From an optimization exercise on the open Yosys and OpenROAD flow, aimed at small area; shortcuts taken in it are not production practice. Only simulation tests tie the RTL to the original design; equivalence was not proved. No activity file was given, so power comes from the tool's default toggle rates.

==> flow/design.v (outline; a module is shown in full before it is edited, if it fits) <==
// module colmux_nt_col: 389 lines
// module colmux_scan: 1475 lines
module colmux_scan(clk_scan, rst_scan_n, row_i, wave_i, ack_t_i, ser_o, srclk_o, rclk_o, sstat_o, req_t_o, bundle_o);
  // ...
==> flow/flow/run.sh <==
#!/bin/bash
# Standard layout, with four changes:
# - synthesis is the standard flow's own, but extract_fa is skipped and ABC maps with an
#   area-oriented script
#   (flow/synth.tcl, flow/abc_amap.script);
# - every combinational cell starts from its smallest drive after floorplan
#   (flow/downsize.tcl; repair_design later upsizes or buffers where needed);
# - a leaner clock tree (clkbuf_4 clusters of at most 10 sinks within 80 um,
#   no dummy loads);
# - the smallest buffer on each port.
# Logs: flow.log here and ORFS's own logs under orfs/logs/.
set -euo pipefail
bash standard.sh \
  "SYNTH_SCRIPT=$PWD/flow/synth.tcl" \
  "POST_FLOORPLAN_TCL=$PWD/flow/downsize.tcl" \
  "CTS_ARGS=-sink_clustering_enable -repair_clock_nets -sink_clustering_size 10 -sink_clustering_max_diameter 80 -buf_list sky130_fd_sc_hd__clkbuf_4 -dont_use_dummy_load" \
  "BUFFER_PORTS_ARGS=-buffer_cell sky130_fd_sc_hd__buf_1" \
  finish > flow.log 2>&1
==> flow/flow/abc_amap.script <==
strash
dch -f
amap
mfs3 -ae
topo
==> flow/flow/downsize.tcl <==
# Run after floorplan (POST_FLOORPLAN_TCL): give every combinational cell the
# smallest drive strength of its family. Timing has ample slack at this
# period; placement's repair_design then restores drive wherever slew,
# capacitance or fanout call for it. Registers and clock cells are left alone.
set db [ord::get_db]
set block [ord::get_db_block]
set dont_use $::env(DONT_USE_CELLS)
set swapped 0
set saved 0
foreach inst [$block getInsts] {
  set master [$inst getMaster]
  set name [$master getName]
  if {![regexp {^(sky130_fd_sc_hd__[a-z0-9]+?)_([0-9]+)$} $name -> base drive]} { continue }
  if {[regexp {__(df|edf|sdf|dl|tap|fill|decap|conb|clk|lpflow|probe)} $base]} { continue }
  set best $master
  set best_area [expr {[$master getWidth] * [$master getHeight]}]
  foreach d {0 1 2 3 4 6 8 12 16} {
    set cand_name ${base}_$d
    if {[lsearch -exact $dont_use $cand_name] >= 0} { continue }
    set cand [$db findMaster $cand_name]
    if {$cand eq "NULL"} { continue }
    set a [expr {[$cand getWidth] * [$cand getHeight]}]
    if {$a < $best_area} {
      set best $cand
      set best_area $a
    }
  }
  if {$best ne $master} {
    set saved [expr {$saved + [$master getWidth] * [$master getHeight] - $best_area}]
    $inst swapMaster $best
    incr swapped
  }
}
puts "downsize: $swapped cells swapped to their smallest drive, [expr {$saved / 1e6}] um2 saved"
==> flow/flow/synth.tcl <==
# The standard synthesis (synth_recipe.tcl in the work folder, run
# unchanged), except for the combinational mapping: Yosys's extract_fa (which
# pulls XOR/AND pairs out as half/full adder cells before ABC sees them) is
# skipped, and ABC maps with an area-oriented script (abc_amap.script beside
# this file) instead of ORFS's abc_area/abc_speed script. Registers are
# mapped before ABC runs, so their names and cell types are those of the
# standard synthesis.
set flow_dir [file dirname [file normalize [info script]]]
set ::amap_script [file join $flow_dir abc_amap.script]
proc abc {args} {
  set i [lsearch -exact $args -script]
  if {$i >= 0 && [regexp {abc_(area|speed)\.script$} [lindex $args [expr {$i + 1}]]]} {
    lset args [expr {$i + 1}] $::amap_script
    puts "flow/synth.tcl: ABC script replaced by $::amap_script"
  }
  yosys abc {*}$args
}
proc extract_fa {args} {
  puts "flow/synth.tcl: extract_fa skipped"
}
source [file join [file dirname $flow_dir] synth_recipe.tcl]
==> flow/standard.sh <==
#!/bin/bash
# synth_recipe.tcl (not shown) runs the flow's synth.tcl, then flattens the netlist and writes it again
# the make line also repeats each setting of config.mk as NAME=value (left out here)
make -C /OpenROAD-flow-scripts/flow DESIGN_CONFIG=/design/flow/config.mk WORK_HOME=/design/flow/orfs CLKGATE_MAP_FILE= SYNTH_SCRIPT=/design/flow/synth_recipe.tcl "${@:-finish}"
==> flow/config.mk <==
export PLATFORM = sky130hd
export DESIGN_NAME = colmux_scan
export DESIGN_NICKNAME = colmux_scan
export VERILOG_FILES = /design/flow/design.v
export SDC_FILE = /design/flow/constraint.sdc
export NUM_CORES = 4
export LEC_CHECK = 0
export ABC_AREA = 1
export CAP_MARGIN = 0
export CORE_MARGIN = 2
export CORE_UTILIZATION = 65
export SLEW_MARGIN = 0
==> flow/constraint.sdc <==
create_clock -name core_clock -period 10.0 [get_ports {clk_scan}]
set_input_delay 2.0000 -clock core_clock [delete_from_list [all_inputs] [get_ports {clk_scan}]]
set_output_delay 2.0000 -clock core_clock [all_outputs]
set_load 0.01 [all_outputs]
==> impl_metrics.ini, run 1 <==
[final_layout]
nonClockBufferCount = 69
clock_buffers = 27
seq_share_pct = 73.9
syn_to_final_growth_pct = 5.81
multiInputCombCellCount = 268

[clocking]
cts_tree = built
clock_latency_ns = 0.63
numClockSinks = 231

[timing]
fmax_mhz = 158

[min_path]
hp-start = rs1[1]
hold_depth = 0

[setup_path]
crit_path_end_kind = output pin
crit_cells = 18
rr_worst_depth = 8

[pwr]
power.total_uw = 1410
p_seq_share_pct = 71.9
power_switching_uw = 271

[place]
placed_cells_incl_taps = 790
io_buffer_count = 66
gp_congestion = 0.825

[global_route]
grt_pass1_wl_mm = 20.2
met2_usage_pct = 31.8

[routing]
wl_met3_um = 717
postRouteAntennaNets = 0
wl_met2_mm = 6.19

[floorplan]
die_height_um = 117

[outcome]
outcome = complete, no violations
==> inputs of run 2 (changes only) <==
--- a/flow/config.mk
+++ b/flow/config.mk
@@ -6,7 +6,7 @@
 export NUM_CORES = 4
 export LEC_CHECK = 0
 export ABC_AREA = 1
-export CAP_MARGIN = 0
+export CAP_MARGIN = 20
 export CORE_MARGIN = 2
 export CORE_UTILIZATION = 65
-export SLEW_MARGIN = 0
+export SLEW_MARGIN = 20
==> impl_metrics.ini, run 2 <==
[pwr]
p_per_area_nw_per_um2 = 161
ir_drop_mv = 0.114
power_leakage_uw = 0.00306

[setup_path]
crit_cells = 18
path_common_cell = nor2_1
r2r_setup_slack_ns = 6.46
cpLargestDelayFamily = compound AO/OA/AOI/OAI gates
crit_type = register to output pin
crit_path_end_kind = output pin
crit_buf_inv = 3
critical_path.max_stage_delay_ns = 0.50
cp-endpoint = bundle_o[4]
r2r-end = _958_
crit_start = _971_
arrival_ns = 4.31
cp_slowest_cell = a21oi_1
cp-start-kind = register
rr_worst_depth = 8
cp_max_fo = 8
cp_data_required_time_ns = 8.00
path_cells = clkinv_1, nor2_1, clkinv_1, nor2_1, nand2_1, o31ai_1, o22ai_1, nor3b_1, a2111o_1, a21oi_1, nor2_1, nor3_1, nand2_1, o21ai_0, nor2_1, a21oi_1, a31o_1, buf_1
r2r_start = _939_

[logic_synthesis]
synth_area_um2 = 8310
ys.flop_type = edfxtp_1
synth_top_area_share_pct = 58.6
synth_top_area_cell = edfxtp_1
syn_area_per_cell_um2 = 14.5
ys_top_cells_by_area = edfxtp_1 (59%), dfrtp_1 (14%), dfxtp_1 (4.8%), nor2_1 (3.7%), buf_4 (2.9%)
synth-edff-count = 162
synth.distinct_cells = 41
synth-async-reset-ratio_pct = 21.2
synth.most_common_cell = edfxtp_1
synth_common_cells = edfxtp_1 (162), nor2_1 (82), clkinv_1 (50), dfrtp_1 (45), buf_4 (32)
ys_warn_count = 1
synth_cells = 574
ys_seq_area_share_pct = 78.2
ys_seq_elements = 231

[timing]
fmax_mhz = 158
fin_skew_ns = 0.0870
slew_headroom_pct = 30.5
tightest_slew_ns = 1.04
rsz0062_at_grt = no
finalHoldViolations = 0
fin_tns_setup_ns = 0
min_period_ns = 6.31
finalSetupViolCount = 0
slew_viol_final = 0
fin_crit_sh_pct = 63.1

[final_layout]
drive_gt1_share_pct = 5.74
final_cell_mix = edfxtp_1 (162), nor2_1 (82), buf_1 (65)
fin_nets = 658
syn_to_final_growth_pct = 5.81
final_area_um2 = 8790
antenna_cells = 0
final_common_cell = edfxtp_1

[global_route]
grt-busiest-layer = met2
grt_pass1_wl_mm = 20.2
use_met1_pct = 26.2
met2_usage_pct = 31.8
grt_use_total_pct = 19.1
overflow = 0
grt_max_degree = 93
grt_pass1_vias = 4194
met3_usage_pct = 3.60
grt_antenna_before_repair = 0

[routing]
wl_mm = 13.2
dr.pass1.iters = 5
viasPerCell = 5.58
postRouteAntennaNets = 0
drc = 0
via_count = 4562
drt_iter0_markers = 306
wl_per_cell_um = 16.1

[place]
gp_congestion = 0.825
hpwl_mm = 8.59
io_buffer_count = 66
post_dp_cell_area_um2 = 8590

[clocking]
cts_tree = built
numClockSinks = 231
holdBufCountCts = 0
clock_path_buffers = 3
htreeDepth = 1
clock_latency_ns = 0.63
post-cts-setup-buffers = 0
clock_tree.root_cell = clkbuf_4
cts_buffers = 27
cts-resized-gates = 0
clkTransAtPathRegs_ns = 0.10

[floorplan]
die_height_um = 117
coreArea_um2 = 12600
die-area_um2 = 13700
start_util_pct = 66.1
fp.dieW_um = 117
rows = 41
io_pins = 75

[run]
max_cap_violations = 0

[outcome]
outcome = complete, no violations

[min_path]
worst_hold_path_type = register to register
## run 2: cell counts after synthesis
Identical to the previous run, type by type.
## run 2: layer usage
| metal | share of wire (%) | vias up |
|---|---|---|
| met1 | 46 | 2207 |
| met5 | 0 | - |
| met4 | 1.7 | 0 |
| met2 | 47 | 138 |
| li1 | - | 2195 |
| met3 | 5.4 | 22 |
## run 2: kinds of logic (layout without fill, tap and decap cells)
kind of cell | after synthesis | in the layout | synth area share, %
compound gates | 102 | 102 | 8.07
xor+xnor | 1 | 1 | 0.105
buf+inv | 82 | 146 | 5.15
other cells | 1 | 8 | 0.0451
simple gates | 157 | 157 | 8.43
flops | 231 | 231 | 78.2
## run 2: worst min-delay path by stage
stage,from,end,slack (ns),depth (start not counted)
3_3_place_gp,rs1[4],rs2[4],0.32,0
2_1_floorplan,rs1[0],rs2[0],0.31,0
6_report,rs1[1],rs2[1],0.32,0
4_1_cts,rs1[1],rs2[1],0.31,0
5_1_grt,rs1[1],rs2[1],0.32,0
3_5_place_dp,rs1[2],rs2[2],0.31,0
## run 2: per-stage QoR
| step | hold WS (ns) | setup slack, ns | power (uW) | instances | util (%) |
|---|---|---|---|---|---|
| finish | 0.315 | 3.69 | 1410 | 817 | 69.9 |
| global route | 0.321 | 3.16 | 1470 | 817 | 69.9 |
| CTS | 0.315 | 3.66 | 1430 | 817 | 69.9 |
| detailed placement | 0.312 | 4.35 | 1050 | 790 | 68.3 |
| global placement | 0.317 | 4.43 | 1050 | 790 | 68.3 |
| floorplan | 0.310 | 4.44 | 1040 | 581 | - |
## run 2: power breakdown
group          total, uW  internal [uW]  switching [uW]
combinational       11.7           2.98            8.75
sequential          1020           1020            1.24
clock                385            124             261
## run 2: cell type report
class,instances,area (um^2)
sequential,231,6500
fill,881,3780
multi-input combinational,268,1420
timing repair buffer,69,272
tap,172,215
clock buffer,27,203
inverter,50,190
==> inputs of run 3 (changes only) <==
--- a/flow/flow/run.sh
+++ b/flow/flow/run.sh
@@ -1,8 +1,8 @@
 #!/bin/bash
 # Standard layout, with four changes:
-# - synthesis is the standard flow's own, but extract_fa is skipped and ABC maps with an
-#   area-oriented script
-#   (flow/synth.tcl, flow/abc_amap.script);
+# - synthesis is the standard flow's own, except for the combinational mapping: no quick
+#   ABC pass inside Yosys's synth, no extract_fa, and ABC maps with an
+#   area-oriented script (flow/synth.tcl, flow/abc_amap.script);
 # - every combinational cell starts from its smallest drive after floorplan
 #   (flow/downsize.tcl; repair_design later upsizes or buffers where needed);
 # - a leaner clock tree (clkbuf_4 clusters of at most 10 sinks within 80 um,
==> flow/flow/synth.tcl (replaced) <==
# The standard synthesis (the commands of synth_recipe.tcl, around ORFS's
# synth.tcl), with three changes to the combinational mapping only:
# - Yosys's synth runs with -noabc (no quick ABC pass on generic gates);
# - Yosys's extract_fa is skipped (it would pull XOR/AND pairs out as
#   half/full adder cells before ABC sees them);
# - ABC maps with an area-oriented script (abc_amap.script beside this file)
#   instead of ORFS's abc_area/abc_speed script.
# fsm and share stay off, and registers are mapped before ABC runs, so their
# names and cell types are those of the standard synthesis.
set flow_dir [file dirname [file normalize [info script]]]
set ::amap_script [file join $flow_dir abc_amap.script]
proc abc {args} {
  set i [lsearch -exact $args -script]
  if {$i >= 0 && [regexp {abc_(area|speed)\.script$} [lindex $args [expr {$i + 1}]]]} {
    lset args [expr {$i + 1}] $::amap_script
    puts "flow/synth.tcl: ABC script replaced by $::amap_script"
  }
  yosys abc {*}$args
}
proc extract_fa {args} {
  puts "flow/synth.tcl: extract_fa skipped"
}
proc synth {args} { yosys synth -nofsm -noshare -noabc {*}$args }
source $::env(SCRIPTS_DIR)/synth.tcl
# left out here: clear keep_hierarchy, flatten, clean up, hide names made inside functions, write 1_2_yosys.v
==> impl_metrics.ini, run 3 <==
[outcome]
outcome = complete, no violations

[floorplan]
rows = 41
die_height_um = 117
die-area_um2 = 13700
fp.dieW_um = 117
io_pins = 75
start_util_pct = 66.3
coreArea_um2 = 12500

[timing]
tightest_slew_ns = 1.04
worst_slack_ns = 3.71
min_period_ns = 6.29
finalHoldViolations = 0
fin_tns_setup_ns = 0
finalSetupViolCount = 0
rsz0062_at_grt = no
fin_crit_sh_pct = 62.9
fmax_mhz = 159
slew_headroom_pct = 30.3
slew_viol_final = 0
fin_skew_ns = 0.0542

[clocking]
holdBufCountCts = 0
htreeDepth = 1
post-cts-setup-buffers = 0
cts_tree = built
clock_tree.root_cell = clkbuf_4
clock_latency_ns = 0.61
cts_buffers = 27
numClockSinks = 231
cts-resized-gates = 0
clkTransAtPathRegs_ns = 0.10
clock_path_buffers = 3

[logic_synthesis]
synth_top_area_cell = edfxtp_1
synth.most_common_cell = edfxtp_1
synth_cells = 572
ys_top_cells_by_area = edfxtp_1 (59%), dfrtp_1 (14%), dfxtp_1 (4.8%), nor2_1 (3.6%), buf_4 (2.9%)
ys_warn_count = 1
synth_area_um2 = 8290
synth.distinct_cells = 42
syn_area_per_cell_um2 = 14.5
synth-edff-count = 162
synth_top_area_share_pct = 58.7
ys.flop_type = edfxtp_1
synth_common_cells = edfxtp_1 (162), nor2_1 (79), clkinv_1 (49), dfrtp_1 (45), buf_4 (32)
ys_seq_area_share_pct = 78.3
synth-async-reset-ratio_pct = 21.2
ys_seq_elements = 231

[routing]
dr.pass1.iters = 7
wl_mm = 13.2
viasPerCell = 5.71
drc = 0
wl_per_cell_um = 16.2
drt_iter0_markers = 380
postRouteAntennaNets = 0
via_count = 4658

[final_layout]
seqCellArea_um2 = 6500
antenna_cells = 0
multiInputGateArea_um2 = 1410
drive_gt1_share_pct = 6.06
final_common_cell = edfxtp_1
fillerInstances = 852
final_cell_mix = edfxtp_1 (162), nor2_1 (79), buf_1 (65)
fin_nets = 657
syn_to_final_growth_pct = 5.99
final_util_pct = 70.2

[setup_path]
r2r_start = _939_
crit_type = register to output pin
crit_start = _970_
r2r-end = _958_
cp-endpoint = bundle_o[4]
cp_max_fo = 8
cp_data_required_time_ns = 8.00
cp-start-kind = register
arrival_ns = 4.29
rr_worst_depth = 13
crit_path_end_kind = output pin
r2r_setup_slack_ns = 5.65

[min_path]
worst_hold_path_type = register to register

[global_route]
grt_pass1_vias = 4234
grt_antenna_before_repair = 0
grt_max_degree = 93
grt_pass1_wl_mm = 20.4
overflow = 0
grt_use_total_pct = 19.2

[place]
io_buffer_count = 66
place_ws_ns = 4.55
gp_congestion = 1.03
hpwl_mm = 8.33

[pwr]
power_leakage_uw = 0.00304
p_per_area_nw_per_um2 = 161
ir_drop_mv = 0.129

[run]
max_cap_violations = 0
run 3: logic make-up after synthesis:
group	after synthesis	share of synthesized area (%)
AO/OA/AOI/OAI	104	8.24
flip-flops	231	78.3
other	1	0.0452
AND/OR/NAND/NOR	154	8.16
buffers and inverters	81	5.11
XOR/XNOR	1	0.106
run 3: worst min path at each step:
stage           start      to  slack, ns  cells past startpoint
2_1_floorplan  rs1[0]  rs2[0]       0.31                      0
4_1_cts        rs1[0]  rs2[0]       0.34                      0
6_report       rs1[0]  rs2[0]       0.33                      0
5_1_grt        rs1[3]  rs2[3]       0.35                      0
3_3_place_gp   rs1[1]  rs2[1]       0.31                      0
3_5_place_dp   rs1[0]  rs2[0]       0.32                      0
run 3: area by class of cell:
| cell class | instances | area share [%] |
|---|---|---|
| sequential | 231 | 73.9 |
| multi-input combinational | 267 | 16.0 |
| timing repair buffer | 70 | 3.17 |
| tap | 172 | 2.45 |
| clock buffer | 27 | 2.31 |
| inverter | 49 | 2.12 |
run 3: stage by stage:
| step | instances | hold slack (ns) | cell area [um^2] | power, uW |
|---|---|---|---|---|
| 2_1_floorplan | 579 | 0.310 | 8320 | 1040 |
| 3_3_place_gp | 789 | 0.314 | 8580 | 1050 |
| 3_5_place_dp | 789 | 0.318 | 8580 | 1050 |
| 4_1_cts | 816 | 0.339 | 8780 | 1440 |
| 5_1_grt | 816 | 0.346 | 8790 | 1470 |
| 6_report | 816 | 0.329 | 8790 | 1420 |
run 3: layer usage:
metal	routed length, um	vias to the layer above	track usage (%)
met5	0	-	0
met1	6050	2246	27.8
met3	889	38	4.27
li1	-	2179	-
met2	5920	195	29.9
met4	322	0	5.73
run 3: report_power, final:
part / switching, uW / leakage, uW / internal (uW)
Sequential: 1.10 / 0.00224 / 1020
Combinational: 8.88 / 0.000681 / 3.02
Clock: 263 / 0.000124 / 124
Total: 273 / 0.00304 / 1140
run 3: worst max-delay path, cell delays in order (launching register included):
cell and delay, ns:
dfrtp_1 0.49, clkinv_1 0.21, o21ai_0 0.27, nor3_1 0.11, a311oi_1 0.36, o22ai_1 0.22
nand3b_1 0.15, o311ai_0 0.20, a21oi_1 0.52, nor2_1 0.15, nor2_1 0.19, o21ai_0 0.10
o21ai_0 0.15, nor2_1 0.09, a21oi_1 0.18, a31o_1 0.17, buf_1 0.15

[separate check: timing with driven ports]
No port has a modelled driver above. Below, the same layouts with a new extraction and two added sets of constraints. Step 1 sets driving cells, clkbuf_16 on the clock port and buf_2 on the other inputs (assumed; they add their load-dependent delay and slew). Step 2 times the ports against the registers' clock, not the clock port: input delays grow and output delays shrink by t, the midpoint of the rising clock arrivals with the driver on. a / b / c = ideal ports / drivers / drivers and shift; a / b = the first two.
| run | t (ns) | slack for setup (ns) | worst register clock-pin slew, ns | cell pins on the clock port's net |
|---|---|---|---|---|
| run 1 | 0.623 | 3.689 / 3.657 / 4.279 | 0.11 / 0.11 | 1 |
| run 2 | 0.623 | 3.689 / 3.657 / 4.279 | 0.11 / 0.11 | 1 |
| run 3 | 0.619 | 3.708 / 3.677 / 4.296 | 0.11 / 0.11 | 1 |
After both steps every run listed still meets setup and hold.
